From an optimization exercise on the open Yosys and OpenROAD flow, aimed at a short achievable clock period and few clock cycles; shortcuts taken in it are not production practice. For this run, only the layout was checked, not whether the RTL still works. Power figures rest on the tool's default switching activity, not on a simulated workload.

==> design/flow/run.sh <==
#!/bin/bash
# synth_recipe.tcl (not shown) runs the flow's synth.tcl, then flattens the netlist and writes it again
# the make line also repeats each setting of config.mk as NAME=value (left out here)
make -C /OpenROAD-flow-scripts/flow DESIGN_CONFIG=/design/flow/config.mk WORK_HOME=/design/flow/orfs CLKGATE_MAP_FILE= SYNTH_SCRIPT=/design/flow/synth_recipe.tcl finish
==> design/flow/config.mk <==
export PLATFORM = sky130hd
export DESIGN_NAME = lzdec
export DESIGN_NICKNAME = lzdec
export VERILOG_FILES = /design/flow/design.v
export SDC_FILE = /design/flow/constraint.sdc
export NUM_CORES = 4
export LEC_CHECK = 0
export CAP_MARGIN = 20
export CORE_MARGIN = 2
export CORE_UTILIZATION = 40
export SLEW_MARGIN = 20
==> design/flow/constraint.sdc <==
create_clock -name core_clock -period 11.0 [get_ports {clk}]
set_input_delay 2.2000 -clock core_clock [delete_from_list [all_inputs] [get_ports {clk}]]
set_output_delay 2.2000 -clock core_clock [all_outputs]
set_load 0.01 [all_outputs]
==> design/flow/design.v <==
module lzdec (
    input  wire        clk,
    input  wire        rst,
    input  wire        start,
    input  wire [2:0]  fmt,
    input  wire [15:0] in_len,
    input  wire [15:0] max_out,
    output reg         in_re,
    output reg  [15:0] in_addr,
    input  wire [7:0]  in_rdata,
    output reg         out_re,
    output reg  [15:0] out_raddr,
    input  wire [7:0]  out_rdata,
    output reg         out_we,
    output reg  [15:0] out_waddr,
    output reg  [7:0]  out_wdata,
    output reg  [1:0]  state,
    output reg  [2:0]  err,
    output reg  [15:0] out_len
);
    localparam ST_IDLE  = 2'd0;
    localparam ST_BUSY  = 2'd1;
    localparam ST_DONE  = 2'd2;
    localparam ST_ERROR = 2'd3;
    localparam E_TRUNC   = 3'd1;
    localparam E_BACKREF = 3'd2;
    localparam E_HUFFTAB = 3'd3;
    localparam E_OUTSIZE = 3'd5;
    localparam E_CMDINV  = 3'd6;
    localparam S_IDLE   = 5'd0;
    localparam S_BADFMT = 5'd1;
    localparam S_FRD    = 5'd2;    
    localparam S_FWT    = 5'd3;    
    localparam S_CRD    = 5'd4;    
    localparam S_CWR    = 5'd5;    
    localparam N_CHUNK  = 5'd6;
    localparam N_HDR    = 5'd7;
    localparam N_RAW    = 5'd8;
    localparam N_RAWW   = 5'd9;
    localparam N_TOK    = 5'd10;
    localparam N_FLAG   = 5'd11;
    localparam N_LIT    = 5'd12;
    localparam N_PAIR   = 5'd13;
    localparam P_TOK    = 5'd14;
    localparam P_IND    = 5'd15;
    localparam P_LIT    = 5'd16;
    localparam P_M      = 5'd17;
    localparam P_X8     = 5'd18;
    localparam P_X32    = 5'd19;
    localparam P_CHK    = 5'd20;
    localparam H_START  = 5'd21;
    localparam H_TAB    = 5'd22;
    localparam H_CHK    = 5'd23;
    localparam H_OFFS   = 5'd24;
    localparam H_SORT   = 5'd25;
    localparam H_SYM    = 5'd26;
    localparam H_BIT    = 5'd27;
    localparam H_WORD   = 5'd28;
    localparam H_OUT    = 5'd29;
    reg [4:0]  es;
    reg [15:0] e_in_len;
    reg [15:0] e_max;
    reg [15:0] ip;
    reg [15:0] olen;
    reg [31:0] fbuf;
    reg [2:0]  fcnt;
    reg [2:0]  fidx;
    reg [4:0]  fret;
    reg [13:0] cdist;
    reg [32:0] clen;
    reg [4:0]  cret;
    reg [15:0] chunk_base;
    reg [16:0] chunk_end;
    reg [12:0] raw_left;
    reg [7:0]  flags;
    reg [3:0]  nflags;
    reg [31:0] ind;
    reg [5:0]  nind;
    reg [3:0]  hl     [0:255];    
    reg [7:0]  sorted [0:255];    
    reg [8:0]  blc    [1:15];     
    reg [8:0]  offs   [1:15];     
    reg [22:0] kraft;
    reg [6:0]  hj;
    reg [7:0]  hs;
    reg [3:0]  hn;
    reg [8:0]  acc;
    reg [15:0] bitbuf;
    reg [4:0]  nbits;
    reg [16:0] hcode;
    reg [16:0] hfirst;
    reg [8:0]  hindex;
    reg [8:0]  hidx;
    integer i;
    wire [16:0] ip17   = {1'b0, ip};
    wire [16:0] len17  = {1'b0, e_in_len};
    wire [16:0] climit = (chunk_end < len17) ? chunk_end : len17;
    wire [15:0] praw = fbuf[31:16];
    wire [15:0] p16  = olen - chunk_base;
    wire [12:0] p    = p16[12:0];
    wire [11:0] q    = (p == 13'd0) ? 12'd0 : (p[11:0] - 12'd1);
    reg  [3:0]  lbits;
    always @* begin
        if      (q[11]) lbits = 4'd4;
        else if (q[10]) lbits = 4'd5;
        else if (q[9])  lbits = 4'd6;
        else if (q[8])  lbits = 4'd7;
        else if (q[7])  lbits = 4'd8;
        else if (q[6])  lbits = 4'd9;
        else if (q[5])  lbits = 4'd10;
        else if (q[4])  lbits = 4'd11;
        else            lbits = 4'd12;
    end
    wire [15:0] lmask   = (16'd1 << lbits) - 16'd1;
    wire [15:0] pofield = praw >> lbits;            
    wire [15:0] plfield = praw & lmask;             
    wire [13:0] poffset = {2'b00, pofield[11:0]} + 14'd1;
    wire [13:0] plength = {2'b00, plfield[11:0]} + 14'd3;
    wire [3:0]  tlo = fbuf[27:24];
    wire [3:0]  thi = fbuf[31:28];
    wire [3:0]  sl  = hl[hs];
    wire [16:0] hc    = hcode | {16'd0, bitbuf[15]};
    wire [8:0]  hcnt  = blc[hn];
    always @* begin
        in_re     = (es == S_FRD);
        in_addr   = ip;
        out_re    = (es == S_CRD) && (clen != 33'd0) && (olen != e_max);
        out_raddr = olen - {2'b00, cdist};
        out_waddr = olen;
        out_we    = 1'b0;
        out_wdata = fbuf[31:24];
        case (es)
            N_RAWW, N_LIT, P_LIT: out_we = (olen != e_max);
            S_CWR: begin
                out_we    = 1'b1;
                out_wdata = out_rdata;
            end
            H_OUT: begin
                out_we    = 1'b1;
                out_wdata = sorted[hidx[7:0]];
            end
            default: ;
        endcase
    end
    task fetch(input [2:0] n, input [4:0] ret);
        begin
            fcnt <= n;
            fidx <= 3'd0;
            fret <= ret;
            es   <= S_FRD;
        end
    endtask
    task finish_ok;
        begin
            state   <= ST_DONE;
            err     <= 3'd0;
            out_len <= olen;
            es      <= S_IDLE;
        end
    endtask
    task finish_err(input [2:0] code);
        begin
            state   <= ST_ERROR;
            err     <= code;
            out_len <= 16'd0;
            es      <= S_IDLE;
        end
    endtask
    always @(posedge clk) begin
        if (rst) begin
            es      <= S_IDLE;
            state   <= ST_IDLE;
            err     <= 3'd0;
            out_len <= 16'd0;
        end else begin
            case (es)
                S_IDLE: if (start) begin
                    e_in_len <= in_len;
                    e_max    <= max_out;
                    ip       <= 16'd0;
                    olen     <= 16'd0;
                    state    <= ST_BUSY;
                    err      <= 3'd0;
                    case (fmt)
                        3'd0: es <= N_CHUNK;
                        3'd1: begin nind <= 6'd0; es <= P_TOK; end
                        3'd2: es <= H_START;
                        default: es <= S_BADFMT;
                    endcase
                end
                S_BADFMT: finish_err(E_CMDINV);
                S_FRD: es <= S_FWT;
                S_FWT: begin
                    fbuf <= {in_rdata, fbuf[31:8]};
                    ip   <= ip + 16'd1;
                    fidx <= fidx + 3'd1;
                    if (fidx + 3'd1 == fcnt) es <= fret;
                    else                     es <= S_FRD;
                end
                S_CRD: begin
                    if (clen == 33'd0)      es <= cret;
                    else if (olen == e_max) finish_err(E_OUTSIZE);
                    else                    es <= S_CWR;
                end
                S_CWR: begin
                    olen <= olen + 16'd1;
                    clen <= clen - 33'd1;
                    es   <= S_CRD;
                end
                N_CHUNK: begin
                    if (ip == e_in_len)          finish_ok;
                    else if (ip17 + 17'd2 > len17) finish_err(E_TRUNC);
                    else                         fetch(3'd2, N_HDR);
                end
                N_HDR: begin
                    if (praw == 16'd0) finish_ok;
                    else if (!praw[15]) begin
                        raw_left <= {1'b0, praw[11:0]} + 13'd1;
                        es       <= N_RAW;
                    end else begin
                        chunk_base <= olen;
                        chunk_end  <= ip17 + {5'd0, praw[11:0]} + 17'd1;
                        nflags     <= 4'd0;
                        es         <= N_TOK;
                    end
                end
                N_RAW: begin
                    if (raw_left == 13'd0)         es <= N_CHUNK;
                    else if (ip17 + 17'd1 > len17) finish_err(E_TRUNC);
                    else                           fetch(3'd1, N_RAWW);
                end
                N_RAWW: begin
                    if (olen == e_max) finish_err(E_OUTSIZE);
                    else begin
                        olen     <= olen + 16'd1;
                        raw_left <= raw_left - 13'd1;
                        es       <= N_RAW;
                    end
                end
                N_TOK: begin
                    if (ip17 == chunk_end) es <= N_CHUNK;
                    else if (p16 == 16'd4096) begin
                        if (chunk_end > len17) finish_err(E_TRUNC);
                        else begin
                            ip <= chunk_end[15:0];
                            es <= N_CHUNK;
                        end
                    end else if (nflags == 4'd0) begin
                        if (ip17 + 17'd1 > climit) finish_err(E_TRUNC);
                        else                       fetch(3'd1, N_FLAG);
                    end else begin
                        flags  <= flags >> 1;
                        nflags <= nflags - 4'd1;
                        if (!flags[0]) begin
                            if (ip17 + 17'd1 > climit) finish_err(E_TRUNC);
                            else                       fetch(3'd1, N_LIT);
                        end else begin
                            if (ip17 + 17'd2 > climit) finish_err(E_TRUNC);
                            else                       fetch(3'd2, N_PAIR);
                        end
                    end
                end
                N_FLAG: begin
                    flags  <= fbuf[31:24];
                    nflags <= 4'd8;
                    es     <= N_TOK;
                end
                N_LIT: begin
                    if (olen == e_max) finish_err(E_OUTSIZE);
                    else begin
                        olen <= olen + 16'd1;
                        es   <= N_TOK;
                    end
                end
                N_PAIR: begin
                    if (poffset > {1'b0, p})                   finish_err(E_BACKREF);
                    else if ({1'b0, p} + plength > 14'd4096)   finish_err(E_BACKREF);
                    else begin
                        cdist <= poffset;
                        clen  <= {20'd0, plength[12:0]};
                        cret  <= N_TOK;
                        es    <= S_CRD;
                    end
                end
                P_TOK: begin
                    if (olen == e_max)         finish_ok;
                    else if (ip == e_in_len)   finish_ok;
                    else if (nind == 6'd0) begin
                        if (ip17 + 17'd4 > len17) finish_err(E_TRUNC);
                        else                      fetch(3'd4, P_IND);
                    end else begin
                        ind  <= ind >> 1;
                        nind <= nind - 6'd1;
                        if (!ind[0]) fetch(3'd1, P_LIT);
                        else if (ip17 + 17'd2 > len17) finish_err(E_TRUNC);
                        else fetch(3'd2, P_M);
                    end
                end
                P_IND: begin
                    ind  <= fbuf;
                    nind <= 6'd32;
                    es   <= P_TOK;
                end
                P_LIT: begin
                    olen <= olen + 16'd1;
                    es   <= P_TOK;
                end
                P_M: begin
                    cdist <= {1'b0, praw[12:0]} + 14'd1;
                    if (praw[15:13] != 3'd7) begin
                        clen <= {30'd0, praw[15:13]} + 33'd3;
                        es   <= P_CHK;
                    end else if (ip17 + 17'd1 > len17) finish_err(E_TRUNC);
                    else fetch(3'd1, P_X8);
                end
                P_X8: begin
                    if (fbuf[31:24] != 8'hFF) begin
                        clen <= {25'd0, fbuf[31:24]} + 33'd10;
                        es   <= P_CHK;
                    end else if (ip17 + 17'd4 > len17) finish_err(E_TRUNC);
                    else fetch(3'd4, P_X32);
                end
                P_X32: begin
                    clen <= {1'b0, fbuf} + 33'd3;
                    es   <= P_CHK;
                end
                P_CHK: begin
                    if ({2'b00, cdist} > olen) finish_err(E_BACKREF);
                    else begin
                        cret <= P_TOK;
                        es   <= S_CRD;
                    end
                end
                H_START: begin
                    if (olen == e_max)              finish_ok;
                    else if (ip17 + 17'd128 > len17) finish_err(E_TRUNC);
                    else begin
                        hj    <= 7'd0;
                        kraft <= 23'd0;
                        for (i = 1; i <= 15; i = i + 1) blc[i] <= 9'd0;
                        fetch(3'd1, H_TAB);
                    end
                end
                H_TAB: begin
                    hl[{hj, 1'b0}] <= tlo;
                    hl[{hj, 1'b1}] <= thi;
                    for (i = 1; i <= 15; i = i + 1)
                        blc[i] <= blc[i] + {8'd0, (tlo == i[3:0])} + {8'd0, (thi == i[3:0])};
                    kraft <= kraft
                           + ((tlo != 4'd0) ? (23'd1 << (5'd15 - {1'b0, tlo})) : 23'd0)
                           + ((thi != 4'd0) ? (23'd1 << (5'd15 - {1'b0, thi})) : 23'd0);
                    hj <= hj + 7'd1;
                    if (hj == 7'd127) es <= H_CHK;
                    else              fetch(3'd1, H_TAB);
                end
                H_CHK: begin
                    if (kraft != 23'h8000) finish_err(E_HUFFTAB);
                    else begin
                        hn  <= 4'd1;
                        acc <= 9'd0;
                        es  <= H_OFFS;
                    end
                end
                H_OFFS: begin
                    offs[hn] <= acc;
                    acc      <= acc + blc[hn];
                    hn       <= hn + 4'd1;
                    if (hn == 4'd15) begin
                        hs <= 8'd0;
                        es <= H_SORT;
                    end
                end
                H_SORT: begin
                    if (sl != 4'd0) begin
                        sorted[offs[sl][7:0]] <= hs;
                        offs[sl]              <= offs[sl] + 9'd1;
                    end
                    hs <= hs + 8'd1;
                    if (hs == 8'd255) begin
                        nbits <= 5'd0;
                        es    <= H_SYM;
                    end
                end
                H_SYM: begin
                    if (olen == e_max) finish_ok;
                    else begin
                        hcode  <= 17'd0;
                        hfirst <= 17'd0;
                        hindex <= 9'd0;
                        hn     <= 4'd1;
                        es     <= H_BIT;
                    end
                end
                H_BIT: begin
                    if (nbits == 5'd0) begin
                        if (ip17 + 17'd2 > len17) finish_err(E_TRUNC);
                        else                      fetch(3'd2, H_WORD);
                    end else begin
                        bitbuf <= bitbuf << 1;
                        nbits  <= nbits - 5'd1;
                        if (hc >= hfirst && hc < hfirst + {8'd0, hcnt}) begin
                            hidx <= hindex + hc[8:0] - hfirst[8:0];
                            es   <= H_OUT;
                        end else begin
                            hindex <= hindex + hcnt;
                            hfirst <= (hfirst + {8'd0, hcnt}) << 1;
                            hcode  <= hc << 1;
                            hn     <= hn + 4'd1;
                        end
                    end
                end
                H_WORD: begin
                    bitbuf <= fbuf[31:16];
                    nbits  <= 5'd16;
                    es     <= H_BIT;
                end
                H_OUT: begin
                    olen <= olen + 16'd1;
                    es   <= H_SYM;
                end
                default: es <= S_IDLE;
            endcase
        end
    end
endmodule
==> flow_summary.toml <==
[place]
port_buffers = 133
hpwl_mm = 276.6
gp_congestion = 0.9038

[clock_network]
cts_tree = "yes"
numCtsBuffers = 382
cts_resized = 0
path_clk_slew_ns = 0.06
htreeDepth = 5
hold_buffers = 0
cts_sinks = 3747
cts_root_buf = "clkbuf_16"
cts.path.max_buffers = 4
clock_latency_ns = 1.00
post-cts-setup-buffers = 0

[finish]
drive_gt1_share_pct = 19.03
final_cell_mix = "edfxtp_1, mux4_2, nor2_1"
fillers = 34571
fin_util_pct = 45.18
layout_commonest_cell = "edfxtp_1"
finalNetCount = 10164
area_growth_pct = 12.26

[worst_setup_path]
crit_fanout = 16
cp.required_ns = 11.87
crit_path_max_incr_delay_ns = 0.75
crit_arrival_ns = 9.86
slowest_stage = "o41a_1"
path_class = "flop to flop"
cp-end-kind = "flop"
worstRegToRegCells = 30
start_kind = "flop"

[yosys]
netlist-cell-type-count = 118
seq_area_frac_synth_pct = 68.49
synth-main-ff-cell = "edfxtp_1"
ys_seq_elements = 3747
synth_edf_count = 3705
synthCells = 9515
synth_area_per_cell_sq_um = 17.20
synth-async-reset-ratio_pct = 0
ys_warn_count = 12
synth_area_sq_um = 163700

[die]
die-area_sq_um = 414300
initial_core_util_pct = 40.25
core-area_sq_um = 406700
fp.dieW_microns = 643.7
die_h_microns = 643.7
io_pins = 134
row_count = 234

[grt]
grt_pass1_vias = 90723
antenna_found_initial = 17
grt_max_degree = 200
grt_pass1_wl_mm = 635.8
grt_overflow = 0
grt.total_usage_pct = 20.58

[detailed_routing]
detail_route.iter0.violations = 10168
dr.pass1.iters = 6
vias_per_cell = 5.816
drc = 0
ant_nets = 0
vias = 90174
wire_per_inst_microns = 28.03
routed_wl_mm = 434.5

[outcome]
status = "complete, no violations"

[timing]
hold_violations = 0
setup_viol = 0
period_needed_ns = 8.991
fmax_ghz = 0.1112
slew_viol_final = 0
relSlewSlack_pct = 20.64
tns_ns = 0
finalCritPeriodShare_pct = 81.74
tightestPinTransition_ns = 1.190
skew_ns = 0.1324
rsz0062_at_grt = "no"

[power_and_ir_drop]
cellLeakagePower_uw = 0.05891
irDropWorstVdd_v = 0.0001362
powerDensity_nw_per_um2 = 164.4

[flow_run]
cap_violations = 0

[worst_hold_path]
whs_path_depth = 1
hold_class = "flop to flop"
synth_stat cells, drive strengths merged, types with 14 or more instances:
| master | n | area, sq um |
|---|---|---|
| edfxtp | 3705 | 111300 |
| mux4 | 896 | 20210 |
| nor2 | 880 | 3501 |
| nand2 | 414 | 1562 |
| ha | 302 | 3779 |
| clkbuf | 280 | 1064 |
| inv | 271 | 1017 |
| xnor2 | 245 | 2146 |
| buf | 212 | 1589 |
| a21oi | 195 | 979.7 |
| xor2 | 178 | 1559 |
| o21ai | 166 | 830.8 |
| nand3 | 160 | 883.3 |
| nor3 | 143 | 740.7 |
| mux2i | 121 | 1211 |
| nand4 | 121 | 763.2 |
| a22oi | 114 | 855.8 |
| and3 | 88 | 555.5 |
| a21o | 73 | 548.0 |
| o22ai | 70 | 444.2 |
| nor4 | 66 | 538.0 |
| mux2 | 59 | 664.4 |
| nor2b | 59 | 369.1 |
| o21a | 48 | 360.4 |
| fa | 45 | 900.9 |
| a22o | 44 | 385.4 |
| dfxtp | 42 | 840.8 |
| and2 | 40 | 250.2 |
| a211oi | 38 | 302.8 |
| nand2b | 38 | 237.7 |
| a221oi | 26 | 227.7 |
| a31oi | 26 | 162.7 |
| or3 | 26 | 162.7 |
| a21boi | 25 | 187.7 |
| o211ai | 24 | 180.2 |
| a32o | 19 | 190.2 |
| or4 | 19 | 143.9 |
| o21bai | 16 | 120.1 |
| or2 | 16 | 100.1 |
| a2111oi | 14 | 122.6 |
final timing paths:
kind	start	end	slack [ns]
worst max-delay path	olen[0]	out_len[12]	2.01
worst min register to register	hidx[4]	flop	0.39
worst min-delay path	hidx[4]	flop	0.39
worst max register to register	olen[0]	out_len[12]	2.01
area by class of cell:
cell class / count / area (sq um) / share of cell area [%]
Antenna cell: 7 / 17.52 / 0.009534
Clock buffer: 470 / 10120 / 5.510
Clock inverter: 220 / 2062 / 1.122
Inverter: 274 / 1028 / 0.5598
Multi-Input combinational cell: 5006 / 48280 / 26.27
Sequential cell: 3747 / 112100 / 61.03
Tap cell: 5428 / 6792 / 3.696
Timing Repair Buffer: 352 / 3309 / 1.801
state kept, by name, indices dropped and copies added (netlist names), 13 cells and up, named ones only:
signal      count
sorted       2048
hl           1024
blc           135
offs          128
clen           33
fbuf           32
ind            32
kraft          23
chunk_end      17
bitbuf         16
chunk_base     16
e_in_len       16
e_max          16
hcode          16
hfirst         16
ip             16
olen           16
out_len        16
cdist          14
raw_left       13
power breakdown:
group	total [uW]	switching [uW]	internal, uW
Clock	12700	5560	7130
Combinational	1850	1140	711
Sequential	15700	118	15600
Total	30200	6810	23400
logic make-up (layout without fill, tap and decap cells):
kind of cell    after synthesis  count (layout)  synth area share, %
mux                        1076            1076                13.50
buf+inv                     766            1316                2.249
fa+ha+maj                   347             347                2.859
compound gates             1022            1022                4.302
simple gates               2132            2132                6.336
other cells                   2              13             0.004588
flops                      3747            3747                68.49
xor+xnor                    423             423                2.264
per-stage QoR:
step | instance area [sq um] | setup slack (ns) | total power, uW | std cells | hold slack, ns
6_report | 183700 | 2.009 | 30210 | 15504 | 0.3909
5_1_grt | 183700 | 1.462 | 31120 | 15500 | 0.4062
4_1_cts | 183500 | 1.895 | 30390 | 15493 | 0.3904
3_5_place_dp | 171300 | 1.932 | 17780 | 14803 | 0.4666
3_3_place_gp | 171200 | 1.790 | 17760 | 14801 | 0.4601
2_1_floorplan | 163700 | 1.023 | 17110 | 9519 | 0.4494
per-layer routing:
layer	up-vias	global-route usage (%)	routed length (microns)
met3	661	3.248	31540
met1	47434	29.07	183300
li1	38458	-	-
met4	10	5.685	12700
met2	3611	33.15	206900
met5	-	0	69
worst max-delay path: cells and delay by family, from the launching register on:
kind,cells,cell delay (ns)
and+or+nand+nor,5,1.25
DFF,1,0.55
buffers and inverters,3,0.42
AOI/OAI and AO/OA,16,4.58
muxes,1,0.40
adders and majority gates,4,1.24
xor gates and xnor gates,1,0.47

## afterwards: timing with drivers on the ports
The flow's constraints put no driver on any port. The routed layout listed below was extracted and timed again, unchanged, in two steps. Step 1 (the two cells are an assumption about what drives the block):
set clk [get_ports {clk}]
set_driving_cell -lib_cell sky130_fd_sc_hd__clkbuf_16 $clk
set_driving_cell -lib_cell sky130_fd_sc_hd__buf_2 [delete_from_list [all_inputs] $clk]
Step 2 times the ports against the registers' clock, not the clock port: input delays grow and output delays shrink by t, the midpoint of the rising clock arrivals with the driver on. a / b / c = no drivers / after step 1 / after step 2; a / b = the first two.
t (ns): 1.044
setup slack, ns: 2.009 / 2.009 / 2.009
worst setup path at the end: register to register
After both steps setup and hold are still met in this run. The setup slack of this run moves by 0.000 ns with the drivers and by 0.000 ns with both steps.
